This design comes from an exercise in tuning for small area on the open sky130 flow, not from production work.
The RTL was checked by simulation tests, not by an equivalence proof against the original design.

== job 101 ==
// stc_osc_core
module stc_osc_core (
    input  wire        clk,
    input  wire        rst,
    input  wire [1:0]  cmd,
    input  wire [63:0] ciw,
    output wire [15:0] sample_out,
    output wire        status
);
export LEC_CHECK = 0
export ABC_AREA = 1
export CAP_MARGIN = 12
export CORE_MARGIN = 2
export CORE_UTILIZATION = 65
export GPL_TIMING_DRIVEN = 0
export SLEW_MARGIN = 12
export SYNTH_MEMORY_MAX_BITS = 65536
create_clock -name core_clock -period 26.0 [get_ports {clk}]
standard.sh (not shown) runs the stock make flow with config.mk's settings and CLKGATE_MAP_FILE= SYNTH_SCRIPT=/design/flow/synth_recipe.tcl, a recipe that flattens the netlist after the stock synthesis.
==> flow/flow/run.sh <==
#!/bin/bash
# Own layout flow: the standard synthesis, then an area-oriented re-mapping
# of the combinational logic (flip-flops, full and half adders kept as the
# standard synthesis made them, with their names), then the standard
# layout steps from floorplan to finish.
set -euo pipefail
WORK=$(pwd)
R=$WORK/orfs/results/$FLOW_PLATFORM/stc_osc_core/base
LIB=$FLOW_HOME/platforms/$FLOW_PLATFORM/lib/sky130_fd_sc_hd__tt_025C_1v80.lib
YOSYS=$(dirname "$FLOW_HOME")/tools/install/yosys/bin/yosys
command -v yosys >/dev/null 2>&1 && YOSYS=$(command -v yosys)

bash standard.sh synth > "$WORK/synth.log" 2>&1

cp "$R/1_2_yosys.v" "$WORK/standard_synth.v"
cat > "$WORK/remap.abc" <<EOS
strash
dch
map -a
topo
EOS
cat > "$WORK/remap.ys" <<EOS
read_liberty -ignore_miss_func $LIB
setattr -mod -set blackbox 1 sky130_fd_sc_hd__dfxtp_1 sky130_fd_sc_hd__edfxtp_1 sky130_fd_sc_hd__fa_1 sky130_fd_sc_hd__ha_1
read_verilog $WORK/standard_synth.v
hierarchy -top $FLOW_TOP
flatten
rename -hide w:*.*
opt_clean -purge
abc -liberty $LIB -script $WORK/remap.abc -dont_use *lpflow* -dont_use *probe*
setundef -zero
splitnets
opt_clean -purge
hilomap -singleton -hicell sky130_fd_sc_hd__conb_1 HI -locell sky130_fd_sc_hd__conb_1 LO
insbuf -buf sky130_fd_sc_hd__buf_4 A X
check
stat -liberty $LIB
write_verilog -noattr -noexpr -nohex -nodec $WORK/remapped.v
EOS
"$YOSYS" -l "$WORK/remap.log" "$WORK/remap.ys" > /dev/null 2>&1
# every flip-flop of the standard synthesis must still be there, by name and cell
grep -E '^ *sky130_fd_sc_hd__e?dfxtp_1 ' "$WORK/standard_synth.v" | sort > "$WORK/ff_std.txt"
grep -E '^ *sky130_fd_sc_hd__e?dfxtp_1 ' "$WORK/remapped.v" | sort > "$WORK/ff_new.txt"
cmp "$WORK/ff_std.txt" "$WORK/ff_new.txt"

cp "$WORK/remapped.v" "$R/1_2_yosys.v"
rm -f "$R/1_synth.odb" "$R/1_synth.sdc"
touch "$R/1_2_yosys.v"
bash standard.sh > "$WORK/layout.log" 2>&1
test -f "$WORK/out/final.def"
Job 101: flow completed, timing, DRC and antenna clean
#### Input delta (job 102 over job 101)
Settings: swapping 12 for 20 in SLEW_MARGIN; swapping 65 for 72 in CORE_UTILIZATION; swapping 12 for 20 in CAP_MARGIN.
Findings:
| die boundary width | higher: job 101 |
In summary, job 101 completed successfully, with a layout that passed the timing, design-rule and antenna checks.
Job 102: aborted in global routing (5_1_grt) (tool error)
Compared with job 101, in job 102 instance area at placement stayed essentially flat; effective utilization at floorplan rose by 6.9 points; post-synth design cell area stayed essentially flat; number of placed cells counting well taps fell by 1.4%.
#### Input delta (job 103 over job 102)
Settings: swapping 72 for 65 in CORE_UTILIZATION.
Notes after the runs:
- Horizontal extent of the die up 12 um in job 103 wrt job 102
- Starting utilization of the core area: job 103 < job 102
- Job 103 completed; timing, DRC and antenna clean
- Summary — weighted congestion at the end of routability-driven global placement, job 103 relative to job 102: lower, by about 1.2%.

Starting RTL as in the previous note.
Settings: LEC_CHECK=0, ABC_AREA=1, CAP_MARGIN=20, CORE_MARGIN=2, CORE_UTILIZATION=55, SLEW_MARGIN=20, SYNTH_MEMORY_MAX_BITS=65536; clock period 26.0 ns.
run.sh (not shown) runs the stock make flow with config.mk's settings and CLKGATE_MAP_FILE= SYNTH_SCRIPT=/design/flow/synth_recipe.tcl, a recipe that flattens the netlist after the stock synthesis.
Stock flow here: none of the scripts above is used.
Then changed:
==> flow/flow/run.sh (new file) <==
#!/bin/bash
# Own layout flow: the standard synthesis, then an area-oriented re-mapping
# of the combinational logic (flip-flops, full and half adders kept as the
# standard synthesis made them, with their names), then the standard
# layout steps from floorplan to finish.
set -euo pipefail
WORK=$(pwd)
R=$WORK/orfs/results/$FLOW_PLATFORM/stc_osc_core/base
LIB=$FLOW_HOME/platforms/$FLOW_PLATFORM/lib/sky130_fd_sc_hd__tt_025C_1v80.lib
YOSYS=$(dirname "$FLOW_HOME")/tools/install/yosys/bin/yosys
command -v yosys >/dev/null 2>&1 && YOSYS=$(command -v yosys)

bash standard.sh synth > "$WORK/synth.log" 2>&1

cp "$R/1_2_yosys.v" "$WORK/standard_synth.v"
cat > "$WORK/remap.abc" <<EOS
strash
dch
map -a
topo
EOS
cat > "$WORK/remap.ys" <<EOS
read_liberty -ignore_miss_func $LIB
setattr -mod -set blackbox 1 sky130_fd_sc_hd__dfxtp_1 sky130_fd_sc_hd__edfxtp_1 sky130_fd_sc_hd__fa_1 sky130_fd_sc_hd__ha_1
read_verilog $WORK/standard_synth.v
hierarchy -top $FLOW_TOP
flatten
rename -hide w:*.*
opt_clean -purge
abc -liberty $LIB -script $WORK/remap.abc -dont_use *lpflow* -dont_use *probe*
setundef -zero
splitnets
opt_clean -purge
hilomap -singleton -hicell sky130_fd_sc_hd__conb_1 HI -locell sky130_fd_sc_hd__conb_1 LO
insbuf -buf sky130_fd_sc_hd__buf_4 A X
check
stat -liberty $LIB
write_verilog -noattr -noexpr -nohex -nodec $WORK/remapped.v
EOS
"$YOSYS" -l "$WORK/remap.log" "$WORK/remap.ys" > /dev/null 2>&1
# every flip-flop of the standard synthesis must still be there, by name and cell
grep -E '^ *sky130_fd_sc_hd__e?dfxtp_1 ' "$WORK/standard_synth.v" | sort > "$WORK/ff_std.txt"
grep -E '^ *sky130_fd_sc_hd__e?dfxtp_1 ' "$WORK/remapped.v" | sort > "$WORK/ff_new.txt"
cmp "$WORK/ff_std.txt" "$WORK/ff_new.txt"

cp "$WORK/remapped.v" "$R/1_2_yosys.v"
rm -f "$R/1_synth.odb" "$R/1_synth.sdc"
touch "$R/1_2_yosys.v"
bash standard.sh > "$WORK/layout.log" 2>&1
test -f "$WORK/out/final.def"
==> flow/standard.sh (new file) <==
#!/bin/bash
# synth_recipe.tcl (not shown) runs the flow's synth.tcl, then flattens the netlist and writes it again
# the make line also repeats each setting of config.mk as NAME=value (left out here)
make -C /OpenROAD-flow-scripts/flow DESIGN_CONFIG=/design/flow/config.mk WORK_HOME=/design/flow/orfs CLKGATE_MAP_FILE= SYNTH_SCRIPT=/design/flow/synth_recipe.tcl "${@:-finish}"
- GPL_TIMING_DRIVEN: default -> 0
removed: flow/run.sh
After rerunning: Non-clock buffer count shrinks by 203; register-to-register slack gets worse by 1.5 ns; flip-flop and latch count stays the same; area after synthesis is lower by 6.4%; first-iteration DRC count goes up by about 4.3%; setup slack is worse by 0.55 ns.
Then changed:
==> flow/run.sh (new file) <==
#!/bin/bash
# synth_recipe.tcl (not shown) runs the flow's synth.tcl, then flattens the netlist and writes it again
# the make line also repeats each setting of config.mk as NAME=value (left out here)
make -C /OpenROAD-flow-scripts/flow DESIGN_CONFIG=/design/flow/config.mk WORK_HOME=/design/flow/orfs CLKGATE_MAP_FILE= SYNTH_SCRIPT=/design/flow/synth_recipe.tcl finish
removed: flow/flow/run.sh
removed: flow/standard.sh
What happened: The changed run went through all stages and came out clean; die area went up by 6.7%; wire length is higher by 17%; non-clock buffer count increases by 217.
Then changed:
- CORE_UTILIZATION: 55 -> 65
The changed run completed with no timing, DRC or antenna violations.
Design area goes down by 0.68%.
Clock-buffer cell count goes down by 1.
Global-route usage goes up by 7.9 points.
Register-to-register slack gets worse by 0.83 ns.
Worst hold slack hardly moves.

[afterwards: timing with drivers on the ports]
How much do the figures lean on ideal ports? The routed layouts below were timed once more, with nothing changed but the port constraints. Step 1 (the two cells are an assumption about what drives the block):
set clk [get_ports {clk}]
set_driving_cell -lib_cell sky130_fd_sc_hd__clkbuf_16 $clk
set_driving_cell -lib_cell sky130_fd_sc_hd__buf_2 [delete_from_list [all_inputs] $clk]
Step 2 adds t to the input delays and takes it off the output delays; t is the mean of the earliest and latest rising clock arrival at the registers after step 1. Input paths then give back, and output paths get back, about the clock's delay inside the block. Slacks: no drivers / after step 1 / after step 2; pairs: no drivers / after step 1.
run | t (ns) | setup slack, ns | latest minus earliest clock arrival (ns) | slew at the worst register clock pin (ns)
job 101 | 0.502 | 0.854 / 0.871 / 0.369 | 0.011 / 0.010 | 0.07 / 0.07
job 103 | 0.497 | 0.878 / 0.904 / 0.406 | 0.014 / 0.015 | 0.07 / 0.07
the first run of note 2 | 0.561 | 1.547 / 1.595 / 1.034 | 0.022 / 0.021 | 0.09 / 0.09
the second run of note 2 | 0.513 | 0.999 / 1.034 / 0.521 | 0.020 / 0.020 | 0.09 / 0.09
the third run of note 2 | 0.544 | 0.658 / 0.701 / 0.158 | 0.023 / 0.023 | 0.08 / 0.08
the fourth run of note 2 | 0.560 | 0.690 / 0.729 / 0.168 | 0.025 / 0.025 | 0.09 / 0.09
After both steps every run listed still meets setup and hold. The setup slack of the fourth run of note 2, which loses most, moves by +0.039 ns with the drivers and by -0.522 ns with both steps.
